This design comes from an exercise in tuning for a short achievable clock period and few clock cycles per item on the open sky130 flow, not from production work.
Where RTL was checked, it was by simulation tests only, not by an equivalence proof against the original.
The flow treats the clock pin as an ideal source. Dropping or thinning the clock tree relies on that and would not hold on a real chip.
Power is estimated from default activity; no workload was simulated.

==> job 5699: inputs <==
## dnp3_tx
module dnp3_tx (
    input  wire        clk,
    input  wire        rst,
    input  wire        cmd_valid,
    output wire        cmd_ready,
    input  wire [7:0]  cmd_plen,    
    input  wire [7:0]  cmd_ctrl,    
    input  wire [15:0] cmd_dst,     
    input  wire [15:0] cmd_src,     
    input  wire        in_valid,
    output wire        in_ready,
    input  wire [31:0] in_data,
    output wire        out_valid,
    input  wire        out_ready,
    output wire [31:0] out_data,
    output wire        out_last,
    output reg         done_valid,
    output reg  [3:0]  done_err,
    output reg  [8:0]  done_len
);
    localparam [3:0] E_OK      = 4'd0,
                     E_LENGTH  = 4'd1,
                     E_RANGE   = 4'd6,
                     E_BADFNC  = 4'd8,
                     E_ADDRESS = 4'd9;
    localparam IFD = 4;               
    localparam IQA = 1;               
    localparam IQD = 1 << IQA;
    localparam PFA = 4;               
    localparam PFD = 1 << PFA;        
    function [15:0] crc_s1;
        input [15:0] x;
        begin
            crc_s1[0] = x[3] ^ x[4] ^ x[5] ^ x[8];
            crc_s1[1] = x[0] ^ x[4] ^ x[5] ^ x[6] ^ x[9];
            crc_s1[2] = x[0] ^ x[1] ^ x[5] ^ x[6] ^ x[7] ^ x[10];
            crc_s1[3] = x[0] ^ x[1] ^ x[2] ^ x[3] ^ x[4] ^ x[5] ^ x[6] ^ x[7] ^ x[11];
  ...
clock: 8.0 ns
lec_check: 0
abc_clock_period_in_ps: 2500
cap_margin: 20
core_margin: 2
core_utilization: 55
place_density: 0.65
slew_margin: 20
standard.sh (not shown) runs the stock make flow with config.mk's settings and CLKGATE_MAP_FILE= SYNTH_SCRIPT=/design/flow/synth_recipe.tcl, a recipe that flattens the netlist after the stock synthesis.
==> flow/flow/run.sh <==
#!/bin/bash
# The standard layout (standard.sh), with three changes to how it is made:
#  - the setup repair aims further below the clock period (SETUP_SLACK_MARGIN),
#  - the ports are buffered with buf_4 cells,
#  - the clock tree is built by flow/mcts.tcl (a balanced two-level tree of
#    clkbuf_16 cells: four root buffers on the clock port, each driving the
#    leaf buffers of its part of the die) in place of TritonCTS; it also
#    places each flip-flop that drives an output port next to its port buffer.
# The whole ORFS output goes to standard.log in this folder.
set -e
here=$(pwd)
export SETUP_SLACK_MARGIN=6
export BUFFER_PORTS_ARGS="-buffer_cell sky130_fd_sc_hd__buf_4"
export PRE_CTS_TCL=$here/flow/mcts.tcl
export MCTS_LEAF=24
export MCTS_ROOTS=4
bash standard.sh > standard.log 2>&1
==> flow/flow/mcts.tcl <==
set mcts_leaf  [expr {[info exists ::env(MCTS_LEAF)] ? $::env(MCTS_LEAF) : 24}]
set mcts_roots [expr {[info exists ::env(MCTS_ROOTS)] ? $::env(MCTS_ROOTS) : 4}]
set mcts_db    [ord::get_db]
set mcts_block [ord::get_db_block]
set mcts_clk   [$mcts_block findNet clk]
set mcts_buf   [$mcts_db findMaster sky130_fd_sc_hd__clkbuf_16]

proc mcts_center {inst} {
  set bb [$inst getBBox]
  return [list [expr {([$bb xMin] + [$bb xMax]) / 2}] [expr {([$bb yMin] + [$bb yMax]) / 2}]]
}

# split a list of {x y item} into k groups of near-equal size, compact:
# recursive bisection across the longer side of the group's bounding box
proc mcts_split {items k} {
  set n [llength $items]
  if {$k <= 1 || $n <= 1} { return [list $items] }
  set xs {}; set ys {}
  foreach it $items { lappend xs [lindex $it 0]; lappend ys [lindex $it 1] }
  set w [expr {[tcl::mathfunc::max {*}$xs] - [tcl::mathfunc::min {*}$xs]}]
  set h [expr {[tcl::mathfunc::max {*}$ys] - [tcl::mathfunc::min {*}$ys]}]
  set axis [expr {$w >= $h ? 0 : 1}]
  set sorted [lsort -integer -index $axis $items]
  set k1 [expr {$k / 2}]
  set n1 [expr {int(round(double($n) * $k1 / $k))}]
  return [concat [mcts_split [lrange $sorted 0 [expr {$n1 - 1}]] $k1] \
                 [mcts_split [lrange $sorted $n1 end] [expr {$k - $k1}]]]
}

proc mcts_centroid {items} {
  set sx 0; set sy 0
  foreach it $items { incr sx [lindex $it 0]; incr sy [lindex $it 1] }
  set n [llength $items]
  return [list [expr {$sx / $n}] [expr {$sy / $n}]]
}

# Place each flip-flop that drives an output port's buffer next to that
# buffer, so its output wire is short; detailed placement legalizes them.
set mcts_moved 0
if {![info exists ::env(MCTS_MOVE_OUT)] || $::env(MCTS_MOVE_OUT)} {
  foreach bt [$mcts_block getBTerms] {
    if {[$bt getIoType] != "OUTPUT"} { continue }
    set net [$bt getNet]
    if {$net == "NULL" || $net == ""} { continue }
    set drv ""
    foreach it [$net getITerms] { if {[$it isOutputSignal]} { set drv $it } }
    if {$drv == ""} { continue }
    set buf [$drv getInst]
    set ff ""
    foreach it [$buf getITerms] {
      if {[$it isInputSignal]} {
        set n2 [$it getNet]
        if {$n2 == "NULL" || $n2 == ""} { continue }
        foreach it2 [$n2 getITerms] { if {[$it2 isOutputSignal]} { set ff [$it2 getInst] } }
      }
    }
    if {$ff == ""} { continue }
    if {![string match "*__*df*" [[$ff getMaster] getName]]} { continue }
    set loc [$buf getLocation]
    $ff setLocation [lindex $loc 0] [lindex $loc 1]
    incr mcts_moved
  }
}
puts "mcts: moved $mcts_moved output flip-flops next to their port buffers"

set mcts_sinks {}
foreach it [$mcts_clk getITerms] {
  lappend mcts_sinks [concat [mcts_center [$it getInst]] [list $it]]
}
set mcts_n [llength $mcts_sinks]
set mcts_k [expr {int(ceil(double($mcts_n) / $mcts_leaf))}]
puts "mcts: $mcts_n sinks, $mcts_k leaf buffers, $mcts_roots root buffers"

set mcts_leaves {}
set li 0
foreach grp [mcts_split $mcts_sinks $mcts_k] {
  set c [mcts_centroid $grp]
  set inst [odb::dbInst_create $mcts_block $mcts_buf "mcts_leaf_$li"]
  set w [[$inst getMaster] getWidth]
  $inst setLocation [expr {[lindex $c 0] - $w / 2}] [lindex $c 1]
  $inst setPlacementStatus PLACED
  set net [odb::dbNet_create $mcts_block "mcts_l$li"]
  $net setSigType CLOCK
  [$inst findITerm X] connect $net
  foreach s $grp {
    set it [lindex $s 2]
    $it disconnect
    $it connect $net
  }
  lappend mcts_leaves [list [lindex $c 0] [lindex $c 1] $inst]
  incr li
}

set ri 0
foreach grp [mcts_split $mcts_leaves $mcts_roots] {
  set c [mcts_centroid $grp]
  set inst [odb::dbInst_create $mcts_block $mcts_buf "mcts_root_$ri"]
  set w [[$inst getMaster] getWidth]
  $inst setLocation [expr {[lindex $c 0] - $w / 2}] [lindex $c 1]
  $inst setPlacementStatus PLACED
  set net [odb::dbNet_create $mcts_block "mcts_r$ri"]
  $net setSigType CLOCK
  [$inst findITerm X] connect $net
  [$inst findITerm A] connect $mcts_clk
  foreach l $grp {
    [[lindex $l 2] findITerm A] connect $net
  }
  incr ri
}
$mcts_clk setSigType CLOCK

# the tree is built: the flow's call to TritonCTS does nothing else
rename clock_tree_synthesis mcts_unused_cts
proc clock_tree_synthesis {args} {
  puts "mcts: clock tree built by hand; TritonCTS skipped"
  set_propagated_clock [all_clocks]
}
==> job 8298 (differences from job 5699) <==
--- a/flow/design.v
+++ b/flow/design.v
@@ -257,15 +257,16 @@
         end
     endfunction
     reg rst_r;
     always @(posedge clk) rst_r <= rst;
     wire rst_any = rst | rst_r;
-    reg        cmd_ready_r;
+    reg        cmd_ready_r;           
+    reg        cmd_ready_p;           
     reg        c1_v;
     reg [7:0]  c1_p, c1_c;
     reg [15:0] c1_d, c1_s;
-    assign cmd_ready = cmd_ready_r;
+    assign cmd_ready = cmd_ready_p;
     always @(posedge clk) begin
         c1_v <= !rst && cmd_valid && cmd_ready_r;
         c1_p <= cmd_plen;
         c1_c <= cmd_ctrl;
         c1_d <= cmd_dst;
@@ -305,42 +306,52 @@
             iq_ne  <= (iq_cnt_n != 0);
         end
         if (rst_any) begin
             iq_free     <= IQD;
             cmd_ready_r <= 1'b1;
+            cmd_ready_p <= 1'b1;
         end else begin
             iq_free     <= iq_free_n;
             cmd_ready_r <= (iq_free_n > {{IQA{1'b0}}, cmd_ready_r});
+            cmd_ready_p <= (iq_free_n > {{IQA{1'b0}}, cmd_ready_p});
         end
     end
-    reg        in_ready_r;
-    assign in_ready = in_ready_r;
-    wire       in_fire = !rst && in_valid && in_ready_r;
+    reg        in_ready_r;            
+    reg        in_ready_p;            
+    reg        i1_v;
+    reg [31:0] i1_d;
+    assign in_ready = in_ready_p;
+    always @(posedge clk) begin
+        i1_v <= !rst && in_valid && in_ready_r;
+        i1_d <= in_data;
+    end
     reg [31:0] if_mem [0:IFD-1];
     reg [1:0]  if_wr, if_rd;
     reg        if_ne;
     reg [2:0]  if_cnt;
     reg [2:0]  if_free;               
     wire       if_pop;
-    wire [2:0] if_cnt_n  = if_cnt + {2'd0, in_fire} - {2'd0, if_pop};
-    wire [2:0] if_free_n = if_free - {2'd0, in_fire} + {2'd0, if_pop};
+    wire [2:0] if_cnt_n  = if_cnt + {2'd0, i1_v} - {2'd0, if_pop};
+    wire [2:0] if_free_n = if_free - {2'd0, i1_v} + {2'd0, if_pop};
     always @(posedge clk) begin
-        if (in_fire) if_mem[if_wr] <= in_data;
+        if (i1_v) if_mem[if_wr] <= i1_d;
+        if (rst_r) begin
+            if_wr <= 2'd0; if_rd <= 2'd0; if_cnt <= 3'd0; if_ne <= 1'b0;
+        end else begin
+            if (i1_v) if_wr <= if_wr + 2'd1;
+            if (if_pop) if_rd <= if_rd + 2'd1;
+            if_cnt <= if_cnt_n;
+            if_ne  <= (if_cnt_n != 3'd0);
+        end
         if (rst_any) begin
-            if_wr      <= 2'd0;
-            if_rd      <= 2'd0;
-            if_cnt     <= 3'd0;
-            if_ne      <= 1'b0;
             if_free    <= IFD;
             in_ready_r <= 1'b1;
+            in_ready_p <= 1'b1;
         end else begin
-            if (in_fire) if_wr <= if_wr + 2'd1;
-            if (if_pop) if_rd <= if_rd + 2'd1;
-            if_cnt     <= if_cnt_n;
-            if_ne      <= (if_cnt_n != 3'd0);
             if_free    <= if_free_n;
-            in_ready_r <= (if_free_n != 3'd0);
+            in_ready_r <= (if_free_n > {2'd0, in_ready_r});
+            in_ready_p <= (if_free_n > {2'd0, in_ready_p});
         end
     end
     wire [93:0] iq_h     = iq_mem[iq_rd];
     wire [15:0] iqh_hs   = iq_h[93:78];
     wire [15:0] iqh_src  = iq_h[77:62];
@@ -370,42 +381,36 @@
     wire issue   = (go_cmd && iqh_ok) || go_hdr || (beat && cur_ok);
     wire ld_cur  = (go_cmd && !iqh_ok) || go_hdr;
     assign iq_pop = ld_cur;
     assign if_pop = beat;
     wire [31:0] if_h = if_mem[if_rd];
-    reg         s2_v, s2_first, s2_end, s2_last;
+    reg         s2_v, s2_hdr, s2_first, s2_end, s2_last;
     reg  [1:0]  s2_k;                 
     reg  [31:0] s2_d;
-    reg  [15:0] s2_dx;                
-    reg  [15:0] if_dx;
-    always @(*) begin
-        case (cur_last ? cur_pm : 2'd0)
-            2'd1:    if_dx = crc_d1(if_h[7:0]);
-            2'd2:    if_dx = crc_d2(if_h[15:0]);
-            2'd3:    if_dx = crc_d3(if_h[23:0]);
-            default: if_dx = crc_d4(if_h);
-        endcase
-    end
+    reg  [15:0] s2_hs;
     always @(posedge clk) begin
-        s2_dx <= (ip == IP_PAY) ? if_dx : iqh_hs;
+        s2_hs <= iqh_hs;
         case (ip)
             IP_CMD: begin
                 s2_d     <= {iqh_ctrl, iqh_len, 8'h64, 8'h05};
+                s2_hdr   <= 1'b1;
                 s2_first <= 1'b1;
                 s2_end   <= 1'b0;
                 s2_last  <= 1'b0;
                 s2_k     <= 2'd0;
             end
             IP_HDR: begin
                 s2_d     <= {iqh_src, iqh_dst};
+                s2_hdr   <= 1'b1;
                 s2_first <= 1'b1;
                 s2_end   <= 1'b1;
                 s2_last  <= iqh_zp;
                 s2_k     <= 2'd0;
             end
             default: begin
                 s2_d     <= if_h;
+                s2_hdr   <= 1'b0;
                 s2_first <= (cur_bib == 2'd0);
                 s2_end   <= (cur_bib == 2'd3) || cur_last;
                 s2_last  <= cur_last;
                 s2_k     <= cur_last ? cur_pm : 2'd0;
             end
@@ -446,72 +451,92 @@
             done_valid <= (go_cmd && !iqh_ok && iqh_nb == 7'd0) || (go_hdr && iqh_zp) ||
                           (beat && cur_last);
         done_err <= (ip == IP_PAY) ? cur_err  : iqh_err;
         done_len <= (ip == IP_PAY) ? cur_tlen : ((ip == IP_HDR) ? 9'd10 : 9'd0);
     end
-    reg  [15:0] acc;
-    reg         s3_v, s3_end, s3_last;
+    reg         s3_v, s3_first, s3_end, s3_last;
     reg  [1:0]  s3_k;
     reg  [31:0] s3_d;
-    wire [15:0] acc_in = s2_first ? 16'd0 : acc;
+    reg  [15:0] s3_dx;
+    always @(posedge clk) begin
+        s3_v     <= s2_v && !rst_r;
+        s3_first <= s2_first;
+        s3_end   <= s2_end;
+        s3_last  <= s2_last;
+        s3_k     <= s2_k;
+        s3_d     <= s2_d;
+        if (s2_hdr)
+            s3_dx <= s2_hs;
+        else case (s2_k)
+            2'd1:    s3_dx <= crc_d1(s2_d[7:0]);
+            2'd2:    s3_dx <= crc_d2(s2_d[15:0]);
+            2'd3:    s3_dx <= crc_d3(s2_d[23:0]);
+            default: s3_dx <= crc_d4(s2_d);
+        endcase
+    end
+    reg  [15:0] acc;
+    reg         s4_v, s4_end, s4_last;
+    reg  [1:0]  s4_k;
+    reg  [31:0] s4_d;
+    wire [15:0] acc_in = s3_first ? 16'd0 : acc;
     reg  [15:0] acc_s;
     always @(*) begin
-        case (s2_k)
+        case (s3_k)
             2'd1:    acc_s = crc_s1(acc_in);
             2'd2:    acc_s = crc_s2(acc_in);
             2'd3:    acc_s = crc_s3(acc_in);
             default: acc_s = crc_s4(acc_in);
         endcase
     end
     always @(posedge clk) begin
-        s3_v    <= s2_v && !rst_r;
-        s3_end  <= s2_end;
-        s3_last <= s2_last;
-        s3_k    <= s2_k;
-        s3_d    <= s2_d;
-        if (s2_v) acc <= acc_s ^ s2_dx;
+        s4_v    <= s3_v && !rst_r;
+        s4_end  <= s3_end;
+        s4_last <= s3_last;
+        s4_k    <= s3_k;
+        s4_d    <= s3_d;
+        if (s3_v) acc <= acc_s ^ s3_dx;
     end
     wire [15:0] crc_o = ~acc;
     reg  [49:0] chunk;
     always @(*) begin
-        if (!s3_end)
-            chunk = {1'b0, 1'b0, 16'd0, s3_d};
-        else if (!s3_last)
-            chunk = {1'b0, 1'b1, crc_o, s3_d};
-        else case (s3_k)
-            2'd1:    chunk = {1'b1, 1'b0, 24'd0, crc_o, s3_d[7:0]};
-            2'd2:    chunk = {1'b1, 1'b0, 16'd0, crc_o, s3_d[15:0]};
-            2'd3:    chunk = {1'b1, 1'b1, 8'd0,  crc_o, s3_d[23:0]};
-            default: chunk = {1'b1, 1'b1,        crc_o, s3_d};
+        if (!s4_end)
+            chunk = {1'b0, 1'b0, 16'd0, s4_d};
+        else if (!s4_last)
+            chunk = {1'b0, 1'b1, crc_o, s4_d};
+        else case (s4_k)
+            2'd1:    chunk = {1'b1, 1'b0, 24'd0, crc_o, s4_d[7:0]};
+            2'd2:    chunk = {1'b1, 1'b0, 16'd0, crc_o, s4_d[15:0]};
+            2'd3:    chunk = {1'b1, 1'b1, 8'd0,  crc_o, s4_d[23:0]};
+            default: chunk = {1'b1, 1'b1,        crc_o, s4_d};
         endcase
     end
-    reg         s4_v;
-    reg  [49:0] s4_c;
+    reg         s5_v;
+    reg  [49:0] s5_c;
     always @(posedge clk) begin
-        s4_v <= s3_v && !rst_r;
-        s4_c <= chunk;
+        s5_v <= s4_v && !rst_r;
+        s5_c <= chunk;
     end
     reg  [49:0]  pf_mem [0:PFD-1];
     reg  [PFD-1:0] pf_wr, pf_rd1;     
     reg  [PFD-1:0] pf_cnt;            
     wire         pf_hv = pf_cnt[0];                  
     wire         pf_c0 = !pf_cnt[0];                 
     wire         pf_c1 = pf_cnt[0] && !pf_cnt[1];    
     reg  [49:0]  pf_h;
-    wire         pf_push = s4_v;
+    wire         pf_push = s5_v;
     reg  [49:0]  pf_nx;
     integer      j;
     always @(*) begin
         pf_nx = 50'd0;
         for (j = 0; j < PFD; j = j + 1)
             pf_nx = pf_nx | (pf_rd1[j] ? pf_mem[j] : 50'd0);
     end
     always @(posedge clk) begin
         for (j = 0; j < PFD; j = j + 1)
-            if (pf_push && pf_wr[j]) pf_mem[j] <= s4_c;
+            if (pf_push && pf_wr[j]) pf_mem[j] <= s5_c;
         if (pf_push && (pf_pop ? pf_c1 : pf_c0))
-            pf_h <= s4_c;
+            pf_h <= s5_c;
         else if (pf_pop)
             pf_h <= pf_nx;
         if (rst_r) begin
             pf_wr  <= {{(PFD-1){1'b0}}, 1'b1};
             pf_rd1 <= {{(PFD-2){1'b0}}, 2'b10};
@@ -556,12 +581,13 @@
                 pl  <= 1'b0;
             end
         end
     end
     reg         o_v, k_v;
+    reg         o_vp;                 
     reg  [32:0] o_q, o_hd, k_q;
-    assign out_valid = o_v;
+    assign out_valid = o_vp;
     assign out_data  = o_q[31:0];
     assign out_last  = o_q[32];
     wire        o_free = !o_v || out_ready;
     wire [32:0] o_new  = k_v ? k_q : {e_l, e_d};
     always @(posedge clk) begin
@@ -573,14 +599,16 @@
             o_q <= o_free ? o_new : o_hd;
         if (!k_v)
             k_q <= {e_l, e_d};
         if (rst_any) begin
             o_v    <= 1'b0;
+            o_vp   <= 1'b0;
             k_v    <= 1'b0;
             up_rdy <= 1'b0;
         end else begin
             o_v    <= !o_free || k_v || emit;
+            o_vp   <= (o_vp && !out_ready) || k_v || emit;
             k_v    <= !o_free && (k_v || emit);
             up_rdy <= !(!o_free && (k_v || emit));
         end
     end
 endmodule
--- a/flow/flow/run.sh
+++ b/flow/flow/run.sh
@@ -10,8 +10,8 @@
 set -e
 here=$(pwd)
 export SETUP_SLACK_MARGIN=6
 export BUFFER_PORTS_ARGS="-buffer_cell sky130_fd_sc_hd__buf_4"
 export PRE_CTS_TCL=$here/flow/mcts.tcl
-export MCTS_LEAF=24
+export MCTS_LEAF=22
 export MCTS_ROOTS=4
 bash standard.sh > standard.log 2>&1
==> summary of the runs <==
Worst setup slack: job 5699 is worse than job 8298 (390 ps). Clock skew: job 5699 is lower than job 8298 (6.4 ps). In job 8298 the design area is higher than in job 5699, by 1.2%. Against job 8298, the final cell count of job 5699 is lower by 0.63%. Sequential power: job 8298 is larger than job 5699 (about 10%). Against job 8298, the register-to-register slack of job 5699 is worse by 510 ps. Between job 8298 and job 5699, the lower global-route usage is in job 8298 (gap 1.3 points). In job 5699 the die area is smaller than in job 8298, by 1.8%. In job 5699 the worst hold slack is better than in job 8298, by 25 ps. Between job 5699 and job 8298, the lower clock power is in job 5699 (gap about 10%, measured against job 8298).
==> figures <==
Status: job 8298 no timing/DRC/antenna violations; job 5699 no timing/DRC/antenna violations
Proportion of synthesized area in mux cells: job 8298 5.088%; job 5699 5.026%
Syn avg cell area: job 8298 15.14 um^2; job 5699 15.07 um^2
Path depth of the worst reg2reg path: job 8298 7; job 5699 11
CTS resizes: job 8298 666; job 5699 600
RR Endpoint: job 8298 acc[12]; job 5699 s2_dx[5]
Synthesized instance count: job 8298 4,475; job 5699 4,411
Sequential Area: job 8298 47,180 um^2; job 5699 45,210 um^2
Starting DRT DRC Count: job 8298 4,536; job 5699 4,578
Flop2flop setup slack: job 8298 5510 ps; job 5699 5000 ps
Total number of multi-input combinational cells: job 8298 2,426; job 5699 2,449
Worst skew pair latency: job 8298 580 ps; job 5699 550 ps
Seq area share: job 8298 58.52%; job 5699 56.74%
Critical Path Sink Type: job 8298 output pin; job 5699 flop
Destination of the worst hold path: job 8298 s4_d[18]; job 5699 s3_d[12]
Core Footprint: job 8298 122,000 um^2; job 5699 120,000 um^2
Area of the die: job 8298 126,000 um^2; job 5699 123,700 um^2
Flop+latch power: job 8298 11,600 uW; job 5699 10,500 uW
Worst Hold Launch: job 8298 s3_d[18]; job 5699 s2_d[12]
Fraction of area in multi-input gates: job 8298 28.91%; job 5699 29.49%
Layout Area Growth over Synthesis: job 8298 19.01%; job 5699 19.86%
Net Switching: job 8298 8524 uW; job 5699 5449 uW
Testbench counts of job 8298, summed over its fixed seeds: cycles 12,115, frames 320.
For job 5699, only the layout was checked, not whether the RTL still works. In every run of this note, the design's own scripts or RTL, not TritonCTS, make the clock network.

==> re-timing with driven ports <==
No port has a modelled driver above. Below, the same layouts with a new extraction and two added sets of constraints.
Step 1 assumes that a clkbuf_16 drives the clock port and a buf_2 every other input.
Step 2 adds t to the input delays and takes it off the output delays; t is the mean of the earliest and latest rising clock arrival at the registers after step 1. Input paths then give back, and output paths get back, about the clock's delay inside the block.
Slacks: ideal / step 1 / step 2; pairs: ideal / step 1.
run	t, ns	setup WS [ns]	slew at the worst register clock pin (ns)	worst slew at a driven data input, ns	cell pins on the clock port's net
job 5699	0.701	4.999 / 4.999 / 4.677	0.11 / 0.11	0.06	4
job 8298	0.721	5.390 / 5.221 / 5.372	0.12 / 0.12	0.09	4
After both steps every run listed still meets setup and hold. The setup slack of job 5699, which loses most, moves by 0.000 ns with the drivers and by -0.322 ns with both steps.
